What follows belongs to an exercise in optimizing a design on an open flow for small area, a short achievable clock period and few clock cycles; a production flow would make more cautious choices. Function was not checked in any run shown here: the RTL went through the layout flow alone.

==> flow/design.v <==
module sha2_k (
    input  wire [5:0]  t,
    output reg  [31:0] k
);
    always @(*) begin
        case (t)
            6'd0:  k = 32'h428a2f98; 6'd1:  k = 32'h71374491; 6'd2:  k = 32'hb5c0fbcf; 6'd3:  k = 32'he9b5dba5;
            6'd4:  k = 32'h3956c25b; 6'd5:  k = 32'h59f111f1; 6'd6:  k = 32'h923f82a4; 6'd7:  k = 32'hab1c5ed5;
            6'd8:  k = 32'hd807aa98; 6'd9:  k = 32'h12835b01; 6'd10: k = 32'h243185be; 6'd11: k = 32'h550c7dc3;
            6'd12: k = 32'h72be5d74; 6'd13: k = 32'h80deb1fe; 6'd14: k = 32'h9bdc06a7; 6'd15: k = 32'hc19bf174;
            6'd16: k = 32'he49b69c1; 6'd17: k = 32'hefbe4786; 6'd18: k = 32'h0fc19dc6; 6'd19: k = 32'h240ca1cc;
            6'd20: k = 32'h2de92c6f; 6'd21: k = 32'h4a7484aa; 6'd22: k = 32'h5cb0a9dc; 6'd23: k = 32'h76f988da;
            6'd24: k = 32'h983e5152; 6'd25: k = 32'ha831c66d; 6'd26: k = 32'hb00327c8; 6'd27: k = 32'hbf597fc7;
            6'd28: k = 32'hc6e00bf3; 6'd29: k = 32'hd5a79147; 6'd30: k = 32'h06ca6351; 6'd31: k = 32'h14292967;
            6'd32: k = 32'h27b70a85; 6'd33: k = 32'h2e1b2138; 6'd34: k = 32'h4d2c6dfc; 6'd35: k = 32'h53380d13;
            6'd36: k = 32'h650a7354; 6'd37: k = 32'h766a0abb; 6'd38: k = 32'h81c2c92e; 6'd39: k = 32'h92722c85;
            6'd40: k = 32'ha2bfe8a1; 6'd41: k = 32'ha81a664b; 6'd42: k = 32'hc24b8b70; 6'd43: k = 32'hc76c51a3;
            6'd44: k = 32'hd192e819; 6'd45: k = 32'hd6990624; 6'd46: k = 32'hf40e3585; 6'd47: k = 32'h106aa070;
            6'd48: k = 32'h19a4c116; 6'd49: k = 32'h1e376c08; 6'd50: k = 32'h2748774c; 6'd51: k = 32'h34b0bcb5;
            6'd52: k = 32'h391c0cb3; 6'd53: k = 32'h4ed8aa4a; 6'd54: k = 32'h5b9cca4f; 6'd55: k = 32'h682e6ff3;
            6'd56: k = 32'h748f82ee; 6'd57: k = 32'h78a5636f; 6'd58: k = 32'h84c87814; 6'd59: k = 32'h8cc70208;
            6'd60: k = 32'h90befffa; 6'd61: k = 32'ha4506ceb; 6'd62: k = 32'hbef9a3f7; default: k = 32'hc67178f2;
        endcase
    end
endmodule
module sha2_round (
    input  wire [255:0] st_in,    
    input  wire [31:0]  kw,
    output wire [255:0] st_out
);
    wire [31:0] a = st_in[255:224];
    wire [31:0] b = st_in[223:192];
    wire [31:0] c = st_in[191:160];
    wire [31:0] d = st_in[159:128];
    wire [31:0] e = st_in[127:96];
    wire [31:0] f = st_in[95:64];
    wire [31:0] g = st_in[63:32];
    wire [31:0] h = st_in[31:0];
    wire [31:0] big_s0 = {a[1:0], a[31:2]} ^ {a[12:0], a[31:13]} ^ {a[21:0], a[31:22]};
    wire [31:0] big_s1 = {e[5:0], e[31:6]} ^ {e[10:0], e[31:11]} ^ {e[24:0], e[31:25]};
    wire [31:0] ch     = (e & f) ^ (~e & g);
    wire [31:0] maj    = (a & b) ^ (a & c) ^ (b & c);
    function [63:0] csa(input [31:0] x, input [31:0] y, input [31:0] z);
        csa = {x ^ y ^ z, ((x & y) | (x & z) | (y & z)) << 1};
    endfunction
    wire [63:0] a1 = csa(h, kw, ch);
    wire [63:0] a2 = csa(big_s0, big_s1, maj);
    wire [63:0] a3 = csa(a1[63:32], a1[31:0], a2[63:32]);
    wire [63:0] a4 = csa(a3[63:32], a3[31:0], a2[31:0]);
    wire [31:0] a_new = a4[63:32] + a4[31:0];
    wire [63:0] e1 = csa(d, h, kw);
    wire [63:0] e2 = csa(e1[63:32], e1[31:0], ch);
    wire [63:0] e3 = csa(e2[63:32], e2[31:0], big_s1);
    wire [31:0] e_new = e3[63:32] + e3[31:0];
    assign st_out = {a_new, a, b, c, e_new, e, f, g};
endmodule
module sha2_stream (
    input  wire         clk,
    input  wire         rst,           
    input  wire         in_valid,
    output wire         in_ready,
    input  wire [31:0]  in_data,
    input  wire [2:0]   in_nbytes,     
    input  wire         in_last,
    input  wire         in_sha224,     
    output wire         out_valid,
    input  wire         out_ready,
    output wire [255:0] out_digest
);
    localparam integer FB = 7;         
    localparam [2:0] S_IDLE = 3'd0,    
                     S_P1   = 3'd1,    
                     S_P2   = 3'd2,    
                     S_RND  = 3'd3,
                     S_UPD  = 3'd4,
                     S_OUT  = 3'd5;
    localparam [255:0] IV_256 = {32'h6a09e667, 32'hbb67ae85, 32'h3c6ef372, 32'ha54ff53a,
                                 32'h510e527f, 32'h9b05688c, 32'h1f83d9ab, 32'h5be0cd19};
    localparam [255:0] IV_224 = {32'hc1059ed8, 32'h367cd507, 32'h3070dd17, 32'hf70e5939,
                                 32'hffc00b31, 32'h68581511, 32'h64f98fa7, 32'hbefa4fa4};
    reg [8*FB-1:0] fb;         
    reg [2:0]   cnt;           
    reg         lastin;        
    reg         first;         
    reg         nxt224;        
    reg         padz;          
    reg         lenblk;        
    reg [3:0]   widx;          
    reg [19:0]  mlen;          
    wire        data_av = (cnt >= 3'd4);
    wire        w_av    = padz | data_av | lastin;
    wire [31:0] fhead   = fb[8*FB-1 -: 32];
    reg  [31:0] padw;
    always @(*) begin
        case (cnt[1:0])
            2'd0: padw = 32'h80000000;
            2'd1: padw = {fhead[31:24], 24'h800000};
            2'd2: padw = {fhead[31:16], 16'h8000};
            default: padw = {fhead[31:8], 8'h80};
        endcase
    end
    wire        len_w  = padz & lenblk & (widx == 4'd15);
    wire [31:0] word   = padz ? (len_w ? {9'b0, mlen, 3'b0} : 32'h0)
                       : (data_av ? fhead : padw);
    reg [2:0]   state;
    reg [5:0]   t;
    reg [5:0]   kn;            
    reg         fin;           
    reg         got0;          
    reg         newmsg;        
    reg         m224;          
    reg         cur224;        
    reg [31:0]  a, b, c, d, e, f, g, h;
    reg [31:0]  kw;            
    reg [31:0]  x [0:15];      
    reg [31:0]  ha [0:3];      
    reg [31:0]  he [0:3];
    wire in_rnd = (state == S_RND);
    wire want_s = (state == S_IDLE) | (state == S_P1) | (state == S_P2) |
                  (in_rnd & ((t <= 6'd13) | ((t == 6'd63) & ~fin))) |
                  ((state == S_UPD) & got0 & ~fin) | ((state == S_OUT) & ~got0);
    wire want   = want_s;
    wire take   = want & w_av;
    wire adv    = ~(in_rnd & (t <= 6'd13) & ~w_av);    
    assign in_ready = ~lastin & ((cnt <= 3'd3) | (want_s & data_av & ~padz));
    wire        accept = in_valid & in_ready;
    wire [2:0]  nb     = (in_nbytes > 3'd4) ? 3'd4 : in_nbytes;
    wire        popd   = take & ~padz & data_av;
    wire        popz   = take & ~padz & ~data_av;    
    wire [2:0]  base   = popd ? cnt - 3'd4 : (popz ? 3'd0 : cnt);
    wire [8*FB-1:0] fsh = popd ? {fb[8*FB-33:0], 32'b0} : fb;
    reg  [8*FB-1:0] fnext;
    integer i, k;
    always @(*) begin
        fnext = fsh;
        if (accept)
            for (i = 0; i < FB; i = i + 1)
                for (k = 0; k < 4; k = k + 1)
                    if (k < nb && base + k == i)
                        fnext[8*FB-1-8*i -: 8] = in_data[31-8*k -: 8];
    end
    always @(posedge clk) begin
        fb <= fnext;
        if (rst) begin
            cnt    <= 3'd0;
            lastin <= 1'b0;
            first  <= 1'b1;
            padz   <= 1'b0;
            lenblk <= 1'b0;
            widx   <= 4'd0;
            mlen   <= 20'd0;
        end else begin
            cnt <= base + (accept ? nb : 3'd0);
            if (accept) begin
                first <= in_last;
                if (first) nxt224 <= in_sha224;
                if (in_last) lastin <= 1'b1;
            end
            if (take) begin
                widx <= widx + 4'd1;
                if (padz) begin
                    if (widx == 4'd15) begin
                        if (lenblk) begin
                            padz   <= 1'b0;
                            lenblk <= 1'b0;
                            mlen   <= 20'd0;
                        end else
                            lenblk <= 1'b1;
                    end
                end else if (data_av) begin
                    mlen <= mlen + 20'd4;
                end else begin
                    mlen   <= mlen + {18'b0, cnt[1:0]};
                    padz   <= 1'b1;
                    lenblk <= (widx != 4'd14);
                    lastin <= 1'b0;
                end
            end
        end
    end
    wire [255:0] st_next;
    sha2_round u_round (
        .st_in ({a, b, c, d, e, f, g, h}),
        .kw    (kw),
        .st_out(st_next)
    );
    wire [31:0] k_t;
    sha2_k u_k (.t(kn), .k(k_t));
    wire [31:0] sm_s0 = {x[1][6:0], x[1][31:7]} ^ {x[1][17:0], x[1][31:18]} ^ (x[1] >> 3);
    wire [31:0] sm_s1 = {x[14][16:0], x[14][31:17]} ^ {x[14][18:0], x[14][31:19]} ^ (x[14] >> 10);
    wire [31:0] w_sch = sm_s1 + x[9] + sm_s0 + x[0];
    wire        use_w = ~in_rnd | (t <= 6'd13) | (t == 6'd63);
    wire [31:0] x_in  = use_w ? word : w_sch;
    wire [31:0] kw_next = k_t + x[15];
    wire [31:0] sum_a = ha[3] + a;
    wire [31:0] sum_e = he[3] + e;
    wire        ring  = (in_rnd & (t >= 6'd61)) | (state == S_UPD);
    wire        start_msg = ((state == S_IDLE) | (state == S_OUT)) & take;
    wire        ring_iv   = (state == S_P2) & newmsg;
    wire        x_en = (in_rnd & adv) | take;
    always @(posedge clk) begin
        if (x_en) begin
            for (i = 0; i < 15; i = i + 1)
                x[i] <= x[i + 1];
            x[15] <= x_in;
        end
        if (in_rnd & adv) begin
            {a, b, c, d, e, f, g, h} <= st_next;
        end else if (state == S_UPD) begin
            {a, b, c, d} <= {sum_a, ha[0], ha[1], ha[2]};
            {e, f, g, h} <= {sum_e, he[0], he[1], he[2]};
        end else if (start_msg) begin
            {a, b, c, d, e, f, g, h} <= nxt224 ? IV_224 : IV_256;
        end
        if (ring) begin
            ha[0] <= sum_a; ha[1] <= ha[0]; ha[2] <= ha[1]; ha[3] <= ha[2];
            he[0] <= sum_e; he[1] <= he[0]; he[2] <= he[1]; he[3] <= he[2];
        end else if (ring_iv) begin
            {ha[0], ha[1], ha[2], ha[3], he[0], he[1], he[2], he[3]} <= m224 ? IV_224 : IV_256;
        end
        if ((in_rnd & adv) | (((state == S_P2) | (state == S_UPD)) & take)) begin
            kw <= kw_next;
            kn <= (in_rnd && kn == 6'd0) ? 6'd0 : kn + 6'd1;
        end
        if (start_msg)
            m224 <= nxt224;
        if (ring_iv)
            cur224 <= m224;
        if (rst) begin
            state <= S_IDLE;
            t     <= 6'd0;
            kn    <= 6'd0;
            fin   <= 1'b0;
            got0  <= 1'b0;
            newmsg <= 1'b0;
        end else begin
            case (state)
            S_IDLE: if (take) begin
                newmsg <= 1'b1;
                state  <= S_P2;
            end
            S_P1:   if (take) state <= S_P2;
            S_P2:   if (take) begin
                newmsg <= 1'b0;
                state  <= S_RND;
            end
            S_RND: if (adv) begin
                t <= t + 6'd1;
                if (take & padz & len_w)
                    fin <= 1'b1;
                if (t == 6'd63) begin
                    got0  <= take;
                    state <= S_UPD;
                end
            end
            S_UPD: begin
                if (fin) begin
                    fin   <= 1'b0;
                    state <= S_OUT;
                end else if (!got0)
                    state <= S_P1;
                else if (take)
                    state <= S_RND;
                else
                    state <= S_P2;
            end
            S_OUT: begin
                if (take) begin
                    got0   <= 1'b1;
                    newmsg <= 1'b1;
                end
                if (out_ready) begin
                    got0  <= 1'b0;
                    state <= (got0 | take) ? S_P2 : S_IDLE;
                end
            end
            default: state <= S_IDLE;
            endcase
        end
    end
    assign out_valid  = (state == S_OUT);
    assign out_digest = {ha[0], ha[1], ha[2], ha[3], he[0], he[1], he[2],
                         cur224 ? 32'h0 : he[3]};
endmodule
==> flow/run.sh <==
#!/bin/bash
# synth_recipe.tcl (not shown) runs the flow's synth.tcl, then flattens the netlist and writes it again
# the make line also repeats each setting of config.mk as NAME=value (left out here)
make -C /OpenROAD-flow-scripts/flow DESIGN_CONFIG=/design/flow/config.mk WORK_HOME=/design/flow/orfs CLKGATE_MAP_FILE= SYNTH_SCRIPT=/design/flow/synth_recipe.tcl finish
==> flow/config.mk <==
export PLATFORM = sky130hd
export DESIGN_NAME = sha2_stream
export DESIGN_NICKNAME = sha2_stream
export VERILOG_FILES = /design/flow/design.v
export SDC_FILE = /design/flow/constraint.sdc
export NUM_CORES = 4
export LEC_CHECK = 0
export CAP_MARGIN = 20
export CORE_MARGIN = 2
export CORE_UTILIZATION = 25
export PLACE_DENSITY = 0.45
export SLEW_MARGIN = 20
==> flow/constraint.sdc <==
create_clock -name core_clock -period 10.0 [get_ports {clk}]
set_input_delay 2.0000 -clock core_clock [delete_from_list [all_inputs] [get_ports {clk}]]
set_output_delay 2.0000 -clock core_clock [all_outputs]
set_load 0.01 [all_outputs]
==> results of run 1 <==
## synthesized netlist by cell type (all sizes together) (67+ instances only)
| cell type | n | area [µm²] |
|---|---|---|
| xnor2 | 270 | 2365 |
| clkbuf | 244 | 915.9 |
| o21ai | 287 | 1440 |
| ha | 218 | 2728 |
| nand3 | 67 | 335.3 |
| a211oi | 95 | 735.7 |
| a21o | 113 | 848.3 |
| edfxtp | 1059 | 31800 |
| xor2 | 159 | 1393 |
| nor3 | 82 | 436.7 |
| nor2 | 380 | 1439 |
| a221o | 94 | 940.9 |
| and2 | 80 | 500.5 |
| fa | 282 | 5645 |
| buf | 68 | 355.3 |
| a21oi | 273 | 1370 |
| dfxtp | 137 | 2743 |
| inv | 424 | 1592 |
| nand2b | 93 | 581.8 |
| mux2i | 82 | 820.8 |
| nand2 | 341 | 1285 |
## sequential cells by signal, indices dropped and copies added (netlist names), 56 cells and up
name and count:
fb 56, ha 128, x 512, he 128
## worst max-delay path: cells and delay by family, from the launching register on
| kind | cells | cell delay (ns) |
|---|---|---|
| and+or+nand+nor | 5 | 2.09 |
| DFF | 1 | 0.85 |
| AOI/OAI and AO/OA | 1 | 0.28 |
| buffers and inverters | 2 | 0.74 |
## cells by family after synthesis
logic type / Yosys count / share of synthesized area (%)
adder cells (fa/ha/maj): 501 / 12.63
AND/OR/NAND/NOR: 1252 / 8.980
multiplexers: 100 / 1.559
XOR/XNOR: 429 / 5.659
AO/OA/AOI/OAI: 1407 / 14.81
flip-flops: 1196 / 52.03
buffers and inverters: 739 / 4.336
## through the flow
stage          setup slack, ns  hold slack (ns)  util [%]  std cells
2_1_floorplan          0.04253           0.4003         -       5624
3_3_place_gp             3.936           0.4002     27.66       9205
3_5_place_dp             3.865           0.4045     27.66       9205
4_1_cts                  3.155           0.3974     29.50       9470
5_1_grt                  2.859           0.4087     29.51       9473
6_report                 3.220           0.4029     29.52       9478
## layout by cell type (no fill, tap or decap), types with 92 or more instances in the layout
master	Yosys	routed
sky130_fd_sc_hd__a211oi_1	92	92
sky130_fd_sc_hd__a21o_1	113	112
sky130_fd_sc_hd__a21oi_1	272	271
sky130_fd_sc_hd__a221o_1	94	94
sky130_fd_sc_hd__clkbuf_16	0	143
sky130_fd_sc_hd__clkdlybuf4s50_1	0	297
sky130_fd_sc_hd__dfxtp_1	137	137
sky130_fd_sc_hd__edfxtp_1	1059	1059
sky130_fd_sc_hd__fa_1	282	282
sky130_fd_sc_hd__ha_1	218	218
sky130_fd_sc_hd__inv_1	421	420
sky130_fd_sc_hd__nand2_1	339	336
sky130_fd_sc_hd__nor2_1	375	370
sky130_fd_sc_hd__o21ai_0	280	279
sky130_fd_sc_hd__xnor2_1	270	269
sky130_fd_sc_hd__xor2_1	159	159
## metal layers
| layer | vias to the layer above | global-route usage [%] | share of wire, % |
|---|---|---|---|
| li1 | 20880 | - | - |
| met1 | 23690 | 27.27 | 49 |
| met2 | 1695 | 25.02 | 42 |
| met3 | 272 | 3.113 | 6.5 |
| met4 | 4 | 4.607 | 2.5 |
| met5 | - | 0 | 0.011 |
## cell type report
| type | count | area, µm² | share of cell area (%) |
|---|---|---|---|
| antenna | 8 | 20.02 | 0.02563 |
| clock buffer | 167 | 3709 | 4.748 |
| clock inverter | 98 | 1160 | 1.485 |
| inverter | 427 | 1608 | 2.058 |
| multi-input combinational | 3689 | 29130 | 37.29 |
| sequential | 1196 | 34540 | 44.23 |
| tap | 3533 | 4420 | 5.660 |
| timing repair buffer | 360 | 3518 | 4.505 |
## worst max path at each step
| stage | startpoint | endpoint | slack, ns | cells after the start |
|---|---|---|---|---|
| 2_1_floorplan | t[0] | x[0][0] | 0.04 | 5 |
| 3_3_place_gp | e[27] | a[28] | 3.94 | 18 |
| 4_1_cts | state[0] | in_ready | 3.16 | 8 |
| 6_report | state[0] | in_ready | 3.22 | 8 |
| 5_1_grt | state[0] | in_ready | 2.86 | 8 |
| 3_5_place_dp | e[27] | a[28] | 3.87 | 18 |
==> impl_metrics.prom, run 1 <==
# TYPE chip_impl_metric gauge
chip_impl_metric{name="fraction_of_the_yosys_area_taken_by_sequential_cells",unit="%"} 52.03
chip_impl_metric{name="top_level_ports",unit=""} 299
chip_impl_metric{name="initial_core_util",unit="%"} 25.09
chip_impl_metric{name="grt_first_pass_wirelength",unit="mm"} 345.1
chip_impl_metric{name="hold_violations",unit=""} 0
chip_impl_metric{name="aggregate_routed_wire_length",unit="mm"} 244.7
chip_impl_metric{name="fin_setup_tns",unit="ns"} 0
chip_impl_metric{name="wl_per_cell",unit="µm"} 25.81
chip_impl_metric{name="period_share",unit="%"} 67.80
chip_impl_metric{name="timing.final.setup_violations",unit=""} 0
chip_impl_info{name="unrepaired_setup_endpoints_after_global_routing",value="no"} 1
chip_impl_metric{name="route.antenna.remaining_nets",unit=""} 0
chip_impl_metric{name="synth.net_count",unit=""} 6165
chip_impl_metric{name="cts.repair.resized",unit=""} 0
chip_impl_metric{name="mappedNetlistArea",unit="µm²"} 66390
chip_impl_info{name="min_path_type",value="flip-flop to flip-flop"} 1
chip_impl_metric{name="cts.clk_slew.worst_paths",unit="ns"} 0.06
chip_impl_metric{name="critical_path_peak_fanout",unit=""} 25
chip_impl_metric{name="ys_async_sr_fraction",unit="%"} 0
chip_impl_info{name="worst_r2r_end",value="a[28]"} 1
chip_impl_metric{name="synthToLayoutAreaGrowth",unit="%"} 17.65
chip_impl_info{name="rr_startpoint",value="e[27]"} 1
chip_impl_metric{name="worst_slew_margin_rel",unit="%"} 14.17
chip_impl_metric{name="die_h",unit="µm"} 519.3
chip_impl_metric{name="yosys_warnings",unit=""} 6
chip_impl_metric{name="row_count",unit=""} 189
chip_impl_info{name="run_status",value="finished clean"} 1
chip_impl_metric{name="design_area",unit="µm²"} 78110
chip_impl_metric{name="tritoncts.num_buffers",unit=""} 143
chip_impl_metric{name="tritoncts_num_sinks",unit=""} 1196
chip_impl_metric{name="sum_of_overflow_across_all_layers_after_global_routing",unit=""} 0
chip_impl_metric{name="unique_masters_post_synth",unit=""} 100
chip_impl_metric{name="drt-initial-drc-count",unit=""} 5009
chip_impl_metric{name="gr_usage_total",unit="%"} 17.66
chip_impl_info{name="tritoncts_clock_tree",value="built"} 1
chip_impl_metric{name="achievable-frequency",unit="GHz"} 0.1475
chip_impl_metric{name="grt_antenna_before_repair",unit=""} 15
chip_impl_info{name="hold_path_end",value="x[6][1]"} 1
chip_impl_metric{name="first_global_vias",unit=""} 45090
chip_impl_metric{name="port_buffers",unit=""} 298
chip_impl_metric{name="cp_data_arrival_time",unit="ns"} 4.78
chip_impl_metric{name="largest_net_degree_at_the_start_of_global_routing",unit=""} 174
chip_impl_metric{name="vias",unit=""} 46550
chip_impl_metric{name="hold_depth",unit=""} 0
chip_impl_metric{name="worst_ep_required_time",unit="ns"} 8.00
chip_impl_metric{name="skew",unit="ns"} 0.05179
chip_impl_metric{name="worst-r2r-setup-slack",unit="ns"} 3.89
chip_impl_metric{name="cell_count_after_synthesis",unit=""} 5624
chip_impl_metric{name="finalMaxSlewViolations",unit=""} 0
chip_impl_metric{name="postCtsHoldBufs",unit=""} 0
chip_impl_metric{name="share_of_post_route_cells_with_drive_strength_above_1",unit="%"} 6.451
chip_impl_metric{name="cap_violations",unit=""} 0
chip_impl_metric{name="drt_first_pass_iters",unit=""} 10
chip_impl_metric{name="die_area",unit="µm²"} 269700
chip_impl_info{name="worstSetupPathType",value="flip-flop to output port"} 1
chip_impl_info{name="critical_path.most_common_cell",value="sky130_fd_sc_hd__nand2_2"} 1
chip_impl_metric{name="filler_cell_count",unit=""} 26930
chip_impl_info{name="synth_top_flop_cell",value="sky130_fd_sc_hd__edfxtp_1"} 1
chip_impl_metric{name="worst_slew_pin_slew",unit="ns"} 1.287
chip_impl_metric{name="slowest_delay",unit="ns"} 0.85
chip_impl_metric{name="synthesis.area_per_instance",unit="µm²"} 11.80
chip_impl_metric{name="place_area",unit="µm²"} 73200
chip_impl_metric{name="fin_nets",unit=""} 6358
chip_impl_metric{name="die_width",unit="µm"} 519.3
chip_impl_metric{name="htreeDepth",unit=""} 4
chip_impl_metric{name="vias_per_cell",unit=""} 4.911
chip_impl_info{name="end_kind",value="output port"} 1
chip_impl_metric{name="worst-r2r-cell-count",unit=""} 18
chip_impl_info{name="timing.critical_path.from_type",value="flip-flop"} 1
chip_impl_metric{name="max_buffers_root_to_sink",unit=""} 3
chip_impl_metric{name="place.gp.congestion",unit=""} 0.9059
chip_impl_metric{name="detailedPlacementHpwl",unit="mm"} 180.0
chip_impl_metric{name="route.detailed.drc",unit=""} 0
chip_impl_metric{name="clock_insertion_delay_worst_skew",unit="ns"} 0.84
chip_impl_metric{name="postSynthRegisterBits",unit=""} 1196
chip_impl_info{name="clock_tree.root_cell",value="sky130_fd_sc_hd__clkbuf_16"} 1
chip_impl_info{name="hold_path.startpoint",value="x[7][1]"} 1
chip_impl_metric{name="synth-edff-count",unit=""} 1059
chip_impl_metric{name="period_minus_slack",unit="ns"} 6.780
chip_impl_info{name="critical-path-slowest-cell",value="sky130_fd_sc_hd__dfxtp_1"} 1
chip_impl_info{name="worstPathCellList",value="and3b_1 > a211oi_2 > nor2_2 > nand2_2 > nand2_2 > inv_2 > nor2_1 > clkdlybuf4s50_1"} 1
chip_impl_metric{name="cts_setup_buffers",unit=""} 0
chip_impl_metric{name="core_region_area",unit="µm²"} 264600
==> inputs of run 2 (changes only) <==
--- a/flow/config.mk
+++ b/flow/config.mk
@@ -6,7 +6,8 @@
 export NUM_CORES = 4
 export LEC_CHECK = 0
+export ABC_AREA = 1
 export CAP_MARGIN = 20
 export CORE_MARGIN = 2
-export CORE_UTILIZATION = 25
-export PLACE_DENSITY = 0.45
+export CORE_UTILIZATION = 45
+export PLACE_DENSITY = 0.6
 export SLEW_MARGIN = 20
==> run 2 against run 1 <==
  * Sequential cell count unchanged
  * Worst setup slack improved by 0.87 ns
  * Clock-buffer cell count unchanged
  * Synthesized cell count rose by 30%
  * Fmax increased by 15%
  * Cell count is 2.4% higher
  * Global-route usage is 14 points higher
  * Cell area rose by 0.95%
  * Highest routed layer unchanged
==> impl_metrics.prom, run 2 <==
# TYPE chip_impl_metric gauge
chip_impl_info{name="run_status",value="finished clean"} 1
chip_impl_metric{name="gr_usage_total",unit="%"} 31.85
chip_impl_metric{name="postSynthRegisterBits",unit=""} 1196
chip_impl_metric{name="timing.final.setup_violations",unit=""} 0
chip_impl_metric{name="fin_nets",unit=""} 8104
chip_impl_info{name="most-common-layout-cells",value="sky130_fd_sc_hd__nand2_1 (1,762), sky130_fd_sc_hd__edfxtp_1 (1,059), sky130_fd_sc_hd__inv_1 (1,008), sky130_fd_sc_hd__o21ai_0 (522), sky130_fd_sc_hd__nand3_1 (463)"} 1
chip_impl_info{name="tritoncts_clock_tree",value="built"} 1
chip_impl_metric{name="grt_antenna_before_repair",unit=""} 8
chip_impl_metric{name="finalMaxSlewViolations",unit=""} 0
chip_impl_metric{name="die_h",unit="µm"} 396.3
chip_impl_metric{name="groute.layer.met2.usage",unit="%"} 44.19
chip_impl_metric{name="max_ffs_per_register",unit=""} 512
chip_impl_metric{name="worst-r2r-setup-slack",unit="ns"} 4.34
chip_impl_metric{name="multi_input_comb_area",unit="µm²"} 29760
chip_impl_metric{name="place.gp.congestion",unit=""} 0.9638
chip_impl_metric{name="worst_slew_margin_rel",unit="%"} 25.06
chip_impl_metric{name="synth.net_count",unit=""} 7877
chip_impl_metric{name="cp_data_arrival_time",unit="ns"} 3.91
chip_impl_metric{name="cell_count_after_synthesis",unit=""} 7336
chip_impl_metric{name="worst-r2r-cell-count",unit=""} 17
chip_impl_metric{name="fin_setup_tns",unit="ns"} 0
chip_impl_info{name="cell_with_the_most_instances_after_synthesis",value="sky130_fd_sc_hd__nand2_1"} 1
chip_impl_metric{name="skew",unit="ns"} 0.07774
chip_impl_metric{name="unique_masters_post_synth",unit=""} 66
chip_impl_info{name="critPathTopFamily",value="simple AND/OR/NAND/NOR gates"} 1
chip_impl_metric{name="route.antenna.remaining_nets",unit=""} 0
chip_impl_info{name="synth.cells.most_frequent",value="sky130_fd_sc_hd__nand2_1 (1,766), sky130_fd_sc_hd__edfxtp_1 (1,059), sky130_fd_sc_hd__inv_1 (1,012), sky130_fd_sc_hd__o21ai_0 (527), sky130_fd_sc_hd__nand3_1 (463)"} 1
chip_impl_metric{name="worstPathBufferInverterCount",unit=""} 3
chip_impl_metric{name="synth.top_cell.area_share",unit="%"} 45.93
chip_impl_info{name="worstPathCellList",value="inv_2 > nor2_1 > nand2_2 > nand2_2 > inv_2 > nor2_1 > clkdlybuf4s50_1"} 1
chip_impl_metric{name="area.sequential",unit="µm²"} 34540
chip_impl_info{name="synth_top_flop_cell",value="sky130_fd_sc_hd__edfxtp_1"} 1
chip_impl_metric{name="vias_per_cell",unit=""} 5.637
chip_impl_info{name="crit_path_end",value="in_ready"} 1
chip_impl_info{name="cells_taking_the_most_area_after_synthesis",value="sky130_fd_sc_hd__edfxtp_1 (46%), sky130_fd_sc_hd__nand2_1 (9.6%), sky130_fd_sc_hd__fa_1 (8.2%)"} 1
chip_impl_metric{name="use_met1",unit="%"} 49.95
chip_impl_metric{name="place_inst",unit=""} 9452
chip_impl_info{name="reg.largest.list",value="x (512), ha (128), he (128)"} 1
chip_impl_metric{name="cts.clk_slew.worst_paths",unit="ns"} 0.06
chip_impl_metric{name="grt_met3_use",unit="%"} 6.339
chip_impl_info{name="mostFrequentLayoutCell",value="sky130_fd_sc_hd__nand2_1"} 1
chip_impl_metric{name="largest_net_degree_at_the_start_of_global_routing",unit=""} 197
chip_impl_metric{name="cap_violations",unit=""} 0
chip_impl_info{name="synth_top_area_cell",value="sky130_fd_sc_hd__edfxtp_1"} 1
chip_impl_metric{name="detailedPlacementHpwl",unit="mm"} 189.9
chip_impl_metric{name="post-route-util",unit="%"} 51.73
chip_impl_metric{name="synthToLayoutAreaGrowth",unit="%"} 13.88
chip_impl_info{name="rr_startpoint",value="e[1]"} 1
chip_impl_metric{name="mappedNetlistArea",unit="µm²"} 69240
chip_impl_metric{name="fraction_of_the_yosys_area_taken_by_sequential_cells",unit="%"} 49.89
chip_impl_info{name="clock_tree.root_cell",value="sky130_fd_sc_hd__clkbuf_16"} 1
chip_impl_metric{name="yosys_warnings",unit=""} 6
chip_impl_metric{name="clock_insertion_delay_worst_skew",unit="ns"} 0.80
chip_impl_metric{name="sum_of_overflow_across_all_layers_after_global_routing",unit=""} 0
chip_impl_info{name="worst_r2r_end",value="e[23]"} 1
chip_impl_metric{name="tritoncts_num_sinks",unit=""} 1196
chip_impl_metric{name="route.detailed.drc",unit=""} 0
chip_impl_metric{name="slowest_delay",unit="ns"} 0.65
chip_impl_metric{name="filler_cell_count",unit=""} 14220
chip_impl_info{name="critPathLaunch",value="cnt[2]"} 1
chip_impl_info{name="critical-path-slowest-cell",value="sky130_fd_sc_hd__nor2_1"} 1
chip_impl_metric{name="row_count",unit=""} 143
chip_impl_metric{name="top_level_ports",unit=""} 299
chip_impl_metric{name="aggregate_routed_wire_length",unit="mm"} 253.2
chip_impl_metric{name="cts_setup_buffers",unit=""} 0
chip_impl_metric{name="postCtsHoldBufs",unit=""} 0
chip_impl_metric{name="die_area",unit="µm²"} 157000
chip_impl_metric{name="worst_ep_required_time",unit="ns"} 8.00
chip_impl_metric{name="first_global_vias",unit=""} 51760
chip_impl_metric{name="die_width",unit="µm"} 396.3
chip_impl_info{name="worstSetupPathType",value="flip-flop to output port"} 1
chip_impl_metric{name="worst_slew_pin_slew",unit="ns"} 1.112
chip_impl_metric{name="logic_depth_of_the_worst_path_buffers_included",unit=""} 7
chip_impl_metric{name="critical_path_peak_fanout",unit=""} 30
chip_impl_metric{name="initial_core_util",unit="%"} 45.42
chip_impl_metric{name="ys_async_sr_fraction",unit="%"} 0
chip_impl_metric{name="achievable-frequency",unit="GHz"} 0.1693
chip_impl_info{name="top_register",value="x"} 1
chip_impl_metric{name="drt_first_pass_iters",unit=""} 6
chip_impl_metric{name="period_share",unit="%"} 59.05
chip_impl_info{name="end_kind",value="output port"} 1
chip_impl_metric{name="share_of_post_route_cells_with_drive_strength_above_1",unit="%"} 4.690
chip_impl_metric{name="htreeDepth",unit=""} 4
chip_impl_metric{name="cts.repair.resized",unit=""} 0
chip_impl_metric{name="period_minus_slack",unit="ns"} 5.905
chip_impl_info{name="unrepaired_setup_endpoints_after_global_routing",value="no"} 1
chip_impl_metric{name="vias",unit=""} 54740
chip_impl_metric{name="hold_violations",unit=""} 0
chip_impl_info{name="timing.critical_path.from_type",value="flip-flop"} 1
chip_impl_metric{name="max_buffers_root_to_sink",unit=""} 3
chip_impl_metric{name="synth-edff-count",unit=""} 1059
chip_impl_info{name="grt_busiest_layer",value="met1"} 1
chip_impl_metric{name="port_buffers",unit=""} 298
chip_impl_metric{name="tritoncts.num_buffers",unit=""} 139
chip_impl_metric{name="synthesis.area_per_instance",unit="µm²"} 9.439
chip_impl_metric{name="drt-initial-drc-count",unit=""} 6712
chip_impl_metric{name="wl_per_cell",unit="µm"} 26.07
chip_impl_info{name="min_path_type",value="flip-flop to flip-flop"} 1
chip_impl_metric{name="core_region_area",unit="µm²"} 152400
chip_impl_metric{name="grt_first_pass_wirelength",unit="mm"} 364.0
chip_impl_metric{name="fin_cells",unit=""} 9710
-- run 2: changes by cell type after synthesis, moves of 84 or more --
| cell | change |
|---|---|
| sky130_fd_sc_hd__a21o_1 | -84 |
| sky130_fd_sc_hd__nand2b_1 | -93 |
| sky130_fd_sc_hd__a221o_1 | -93 |
| sky130_fd_sc_hd__inv_1 | +591 |
| sky130_fd_sc_hd__nand3_1 | +396 |
| sky130_fd_sc_hd__o21ai_0 | +247 |
| sky130_fd_sc_hd__xnor2_1 | -117 |
| sky130_fd_sc_hd__nand2_1 | +1427 |
-- run 2: how the worst min path moves through the flow --
stage	from	to	slack (ns)	cells after the start
after floorplan	x[11][0]	x[10][0]	0.40	0
after global placement	x[13][25]	x[12][25]	0.40	0
after detailed placement	x[11][12]	x[10][12]	0.40	0
after CTS	x[8][1]	x[7][1]	0.38	0
after global routing	x[10][0]	x[9][0]	0.40	0
final	x[8][1]	x[7][1]	0.39	0
-- run 2: kinds of logic after synthesis --
logic type | Yosys count | share of synthesized area, %
mux | 1 | 0.01446
compound gates | 1146 | 9.209
simple gates | 2826 | 16.87
xor+xnor | 369 | 4.668
buf+inv | 1298 | 7.255
flops | 1196 | 49.89
fa+ha+maj | 500 | 12.09
-- run 2: worst reg2reg max path, stage by stage, from the launching register on --
cell,delay [ns]
sky130_fd_sc_hd__edfxtp_1,0.59
sky130_fd_sc_hd__o21ai_0,0.75
sky130_fd_sc_hd__inv_1,0.16
sky130_fd_sc_hd__fa_1,0.54
sky130_fd_sc_hd__fa_1,0.52
sky130_fd_sc_hd__ha_1,0.18
sky130_fd_sc_hd__inv_1,0.06
sky130_fd_sc_hd__fa_1,0.45
sky130_fd_sc_hd__o21ai_0,0.38
sky130_fd_sc_hd__nand2_1,0.09
sky130_fd_sc_hd__nand2_1,0.07
sky130_fd_sc_hd__a21oi_1,0.09
sky130_fd_sc_hd__o21ai_0,0.46
sky130_fd_sc_hd__a21boi_0,0.36
sky130_fd_sc_hd__o21ai_0,0.39
sky130_fd_sc_hd__nand2_1,0.09
sky130_fd_sc_hd__nand2_1,0.06
sky130_fd_sc_hd__o21ai_0,0.08
-- run 2: final cells by class --
class / count / share of cell area, %
diodes: 4 / 0.01269
clock buffers: 167 / 4.648
clock inverters: 87 / 1.309
inverters: 1036 / 4.941
multi-input cells: 4842 / 37.74
flip-flops and latches: 1196 / 43.81
well taps: 2030 / 3.221
repair buffers: 348 / 4.322
-- run 2: per-layer routing --
layer | wire length (µm) | up-vias
li1 | - | 24740
met1 | 117200 | 26930
met5 | 59 | -
met4 | 7021 | 8
met2 | 103500 | 2704
met3 | 25420 | 355
-- run 2: metrics by stage --
stage	worst slack (ns)	hold WS (ns)	cell area [µm²]
after floorplan	1.479	0.4003	69250
after global placement	4.159	0.4000	74130
after CTS	4.141	0.3800	78840
after global routing	3.927	0.3951	78840
final	4.095	0.3872	78850
after detailed placement	4.182	0.4045	74140
==> inputs of run 3 (changes only) <==
--- a/flow/design.v
+++ b/flow/design.v
@@ -130,13 +130,13 @@
     wire [2:0]  base   = popd ? cnt - 3'd4 : (popz ? 3'd0 : cnt);
     wire [8*FB-1:0] fsh = popd ? {fb[8*FB-33:0], 32'b0} : fb;
+    wire [3:0]  nbm = (nb == 3'd0) ? 4'b0000 : (nb == 3'd1) ? 4'b1000 :
+                      (nb == 3'd2) ? 4'b1100 : (nb == 3'd3) ? 4'b1110 : 4'b1111;
+    wire [8*FB-1:0] ins = {in_data, 24'b0} >> (8 * base[1:0]);
+    wire [FB-1:0]   wm  = accept ? ({nbm, 3'b0} >> base[1:0]) : {FB{1'b0}};
     reg  [8*FB-1:0] fnext;
     integer i, k;
     always @(*) begin
-        fnext = fsh;
-        if (accept)
-            for (i = 0; i < FB; i = i + 1)
-                for (k = 0; k < 4; k = k + 1)
-                    if (k < nb && base + k == i)
-                        fnext[8*FB-1-8*i -: 8] = in_data[31-8*k -: 8];
+        for (i = 0; i < FB; i = i + 1)
+            fnext[8*FB-1-8*i -: 8] = wm[FB-1-i] ? ins[8*FB-1-8*i -: 8] : fsh[8*FB-1-8*i -: 8];
     end
     always @(posedge clk) begin
--- a/flow/config.mk
+++ b/flow/config.mk
@@ -9,5 +9,6 @@
 export CAP_MARGIN = 20
 export CORE_MARGIN = 2
-export CORE_UTILIZATION = 45
-export PLACE_DENSITY = 0.6
+export CORE_UTILIZATION = 60
+export CTS_BUF_LIST = sky130_fd_sc_hd__clkbuf_8 sky130_fd_sc_hd__clkbuf_4
+export PLACE_DENSITY = 0.7
 export SLEW_MARGIN = 20
==> run 3 against run 2 <==
  * Largest cell class unchanged
  * Critical endpoint is now e[17]
  * Die area decreased by 27%
  * Sequential cell count unchanged
  * Synthesized cell count decreased by 8.3%
  * Worst setup slack improved by 0.42 ns
  * Highest routed layer is now met4
  * Via count decreased by 4.8%
  * Utilization increased by 16 points
  * Cell count decreased by 11%
  * Clock-buffer cell count increased by 83
==> impl_metrics.prom, run 3 <==
# TYPE chip_impl_metric gauge
chip_impl_info{name="run_status",value="finished clean"} 1
chip_impl_info{name="mostFrequentLayoutCell",value="sky130_fd_sc_hd__nand2_1"} 1
chip_impl_info{name="synth.cells.most_frequent",value="sky130_fd_sc_hd__nand2_1 (1,394), sky130_fd_sc_hd__edfxtp_1 (1,115), sky130_fd_sc_hd__inv_1 (1,006), sky130_fd_sc_hd__o21ai_0 (485), sky130_fd_sc_hd__nor2_1 (393)"} 1
chip_impl_metric{name="finalMaxSlewViolations",unit=""} 0
chip_impl_metric{name="slowest_delay",unit="ns"} 0.57
chip_impl_metric{name="multi_input_comb_area",unit="µm²"} 27410
chip_impl_metric{name="max_ffs_per_register",unit=""} 512
chip_impl_metric{name="route.detailed.drc",unit=""} 0
chip_impl_metric{name="yosys_warnings",unit=""} 6
chip_impl_metric{name="unique_masters_post_synth",unit=""} 57
chip_impl_info{name="cell_with_the_most_instances_after_synthesis",value="sky130_fd_sc_hd__nand2_1"} 1
chip_impl_metric{name="tritoncts.num_buffers",unit=""} 193
chip_impl_metric{name="aggregate_routed_wire_length",unit="mm"} 219.4
chip_impl_info{name="critical-path-slowest-cell",value="sky130_fd_sc_hd__edfxtp_1"} 1
chip_impl_metric{name="fraction_of_the_yosys_area_taken_by_sequential_cells",unit="%"} 52.21
chip_impl_metric{name="worst_slew_margin_rel",unit="%"} 24.34
chip_impl_info{name="end_kind",value="flip-flop"} 1
chip_impl_metric{name="area.sequential",unit="µm²"} 35100
chip_impl_metric{name="synth.net_count",unit=""} 7268
chip_impl_info{name="tritoncts_clock_tree",value="built"} 1
chip_impl_metric{name="worst_slew_pin_slew",unit="ns"} 1.135
chip_impl_info{name="cells_taking_the_most_area_after_synthesis",value="sky130_fd_sc_hd__edfxtp_1 (50%), sky130_fd_sc_hd__fa_1 (8.4%), sky130_fd_sc_hd__nand2_1 (7.8%)"} 1
chip_impl_info{name="clock_tree.root_cell",value="sky130_fd_sc_hd__clkbuf_8"} 1
chip_impl_metric{name="place_inst",unit=""} 8323
chip_impl_metric{name="tritoncts_num_sinks",unit=""} 1196
chip_impl_metric{name="achievable-frequency",unit="GHz"} 0.1825
chip_impl_metric{name="first_global_vias",unit=""} 49730
chip_impl_metric{name="core_region_area",unit="µm²"} 111000
chip_impl_metric{name="synthToLayoutAreaGrowth",unit="%"} 12.39
chip_impl_metric{name="worst_ep_required_time",unit="ns"} 10.71
chip_impl_metric{name="fin_setup_tns",unit="ns"} 0
chip_impl_metric{name="skew",unit="ns"} 0.08378
chip_impl_metric{name="grt_first_pass_wirelength",unit="mm"} 320.0
chip_impl_metric{name="cell_count_after_synthesis",unit=""} 6730
chip_impl_metric{name="share_of_post_route_cells_with_drive_strength_above_1",unit="%"} 6.080
chip_impl_metric{name="detailedPlacementHpwl",unit="mm"} 163.0
chip_impl_metric{name="max_buffers_root_to_sink",unit=""} 3
chip_impl_info{name="synth_top_flop_cell",value="sky130_fd_sc_hd__edfxtp_1"} 1
chip_impl_metric{name="sum_of_overflow_across_all_layers_after_global_routing",unit=""} 0
chip_impl_metric{name="vias",unit=""} 52120
chip_impl_metric{name="period_share",unit="%"} 54.81
chip_impl_metric{name="drt_first_pass_iters",unit=""} 10
chip_impl_metric{name="cp_data_arrival_time",unit="ns"} 6.19
chip_impl_metric{name="period_minus_slack",unit="ns"} 5.481
chip_impl_info{name="timing.critical_path.from_type",value="flip-flop"} 1
chip_impl_metric{name="route.antenna.remaining_nets",unit=""} 0
chip_impl_metric{name="mappedNetlistArea",unit="µm²"} 67230
chip_impl_info{name="unrepaired_setup_endpoints_after_global_routing",value="no"} 1
chip_impl_metric{name="synth-edff-count",unit=""} 1115
chip_impl_metric{name="die_h",unit="µm"} 338.7
chip_impl_metric{name="timing.final.setup_violations",unit=""} 0
chip_impl_info{name="top_register",value="x"} 1
chip_impl_metric{name="gr_usage_total",unit="%"} 37.84
chip_impl_metric{name="largest_net_degree_at_the_start_of_global_routing",unit=""} 161
chip_impl_metric{name="cap_violations",unit=""} 0
chip_impl_metric{name="initial_core_util",unit="%"} 60.58
chip_impl_metric{name="die_width",unit="µm"} 338.7
chip_impl_metric{name="cts.clk_slew.worst_paths",unit="ns"} 0.06
chip_impl_metric{name="synthesis.area_per_instance",unit="µm²"} 9.990
chip_impl_metric{name="critical_path_peak_fanout",unit=""} 7
chip_impl_metric{name="row_count",unit=""} 122
chip_impl_info{name="worstSetupPathType",value="flip-flop to flip-flop"} 1
chip_impl_metric{name="postCtsHoldBufs",unit=""} 0
chip_impl_metric{name="vias_per_cell",unit=""} 6.006
chip_impl_metric{name="hold_violations",unit=""} 0
chip_impl_metric{name="cts.repair.resized",unit=""} 0
chip_impl_metric{name="fin_nets",unit=""} 7569
chip_impl_metric{name="synth.top_cell.area_share",unit="%"} 49.80
chip_impl_metric{name="cts_setup_buffers",unit=""} 0
chip_impl_info{name="most-common-layout-cells",value="sky130_fd_sc_hd__nand2_1 (1,391), sky130_fd_sc_hd__edfxtp_1 (1,115), sky130_fd_sc_hd__inv_1 (1,004), sky130_fd_sc_hd__o21ai_0 (482), sky130_fd_sc_hd__nor2_1 (390)"} 1
chip_impl_metric{name="place.gp.congestion",unit=""} 1.021
chip_impl_info{name="worstPathCellList",value="o21ai_0 > inv_1 > fa_1 > inv_1 > fa_1 > inv_1 > ha_1 > inv_1 > fa_1 > nor2_1 > a21oi_1 > o21ai_0 > a21oi_1 > o21ai_0 > nand2_1 > nand2_1 > a21oi_1 > o21ai_0 > nand2_1"} 1
chip_impl_metric{name="drt-initial-drc-count",unit=""} 7970
chip_impl_metric{name="post-route-util",unit="%"} 68.09
chip_impl_metric{name="die_area",unit="µm²"} 114700
chip_impl_metric{name="port_buffers",unit=""} 298
chip_impl_metric{name="wl_per_cell",unit="µm"} 25.28
chip_impl_metric{name="filler_cell_count",unit=""} 8414
chip_impl_metric{name="top_level_ports",unit=""} 299
chip_impl_info{name="synth_top_area_cell",value="sky130_fd_sc_hd__edfxtp_1"} 1
chip_impl_metric{name="htreeDepth",unit=""} 4
chip_impl_metric{name="clock_insertion_delay_worst_skew",unit="ns"} 0.99
chip_impl_info{name="reg.largest.list",value="x (512), ha (128), he (128)"} 1
chip_impl_metric{name="postSynthRegisterBits",unit=""} 1196
chip_impl_metric{name="grt_antenna_before_repair",unit=""} 5
chip_impl_metric{name="ys_async_sr_fraction",unit="%"} 0
chip_impl_metric{name="fin_cells",unit=""} 8678
chip_impl_info{name="min_path_type",value="flip-flop to flip-flop"} 1
-- run 3: area by class of cell --
| type | instances | share of cell area (%) |
|---|---|---|
| antenna | 2 | 0.006624 |
| clock buffer | 250 | 4.115 |
| clock inverter | 102 | 1.202 |
| inverter | 1020 | 5.077 |
| multi-input combinational | 4281 | 36.28 |
| sequential | 1196 | 46.46 |
| tap | 1488 | 2.464 |
| timing repair buffer | 339 | 4.393 |
-- run 3: path summary, 6_finish.rpt --
kind | start | endpoint | slack (ns) | cells past startpoint
min reg2reg | x[6][0] | x[5][0] | 0.37 | 0
max | e[1] | e[17] | 4.52 | 19
min | x[6][0] | x[5][0] | 0.37 | 0
max reg2reg | e[1] | e[17] | 4.52 | 19
-- run 3: routing by layer --
metal  global-route usage, %  wire length [µm]
met1                   55.40             88150
met2                   53.43             91820
met3                   11.96             31390
met4                   12.91              8022
met5                       0                 0
-- run 3: worst max-delay path: cells and delay by family, from the launching register on --
family | cells | cell delay, ns
DFF | 1 | 0.57
buffers and inverters | 4 | 0.31
and+or+nand+nor | 4 | 0.51
adders and majority gates | 4 | 1.58
AOI/OAI and AO/OA | 7 | 2.23
-- run 3: cells by family after synthesis --
family                     count (synthesis)  synth area share (%)
adders and majority gates                497                 12.40
AOI/OAI and AO/OA                       1094                 9.084
DFF                                     1196                 52.21
buffers and inverters                   1253                 7.130
and+or+nand+nor                         2319                 14.34
xor gates and xnor gates                 371                 4.833
-- run 3: metrics by stage --
stage,instance area [µm²],setup slack (ns),hold WS [ns]
2_1_floorplan,67240,1.639,0.4003
3_3_place_gp,71520,4.570,0.4000
3_5_place_dp,71520,4.473,0.4045
4_1_cts,75540,4.575,0.3721
5_1_grt,75560,4.353,0.3897
6_report,75560,4.519,0.3705

==> afterwards: timing with drivers on the ports <==
In the flow no input, the clock included, has a driving cell. The finished layouts below were timed again as built, in two steps. Step 1 (the two cells are an assumption about what drives the block):
set clk [get_ports {clk}]
set_driving_cell -lib_cell sky130_fd_sc_hd__clkbuf_16 $clk
set_driving_cell -lib_cell sky130_fd_sc_hd__buf_2 [delete_from_list [all_inputs] $clk]
Step 2 adds t to the input delays and takes it off the output delays; t is the mean of the earliest and latest rising clock arrival at the registers after step 1. Input paths then give back, and output paths get back, about the clock's delay inside the block. Slacks: ideal ports / drivers / drivers and shift; pairs: ideal ports / drivers.
run | shift t [ns] | slack for setup (ns) | worst slew at a driven data input, ns
run 1 | 0.898 | 3.220 / 3.131 / 3.893 | 0.13
run 2 | 0.842 | 4.095 / 4.009 / 4.066 | 0.04
run 3 | 1.021 | 4.519 / 4.519 / 4.406 | 0.04
After both steps setup and hold are still met in every run listed. For run 3, which loses most, drivers alone change the setup slack by 0.000 ns; drivers and shift together by -0.113 ns.
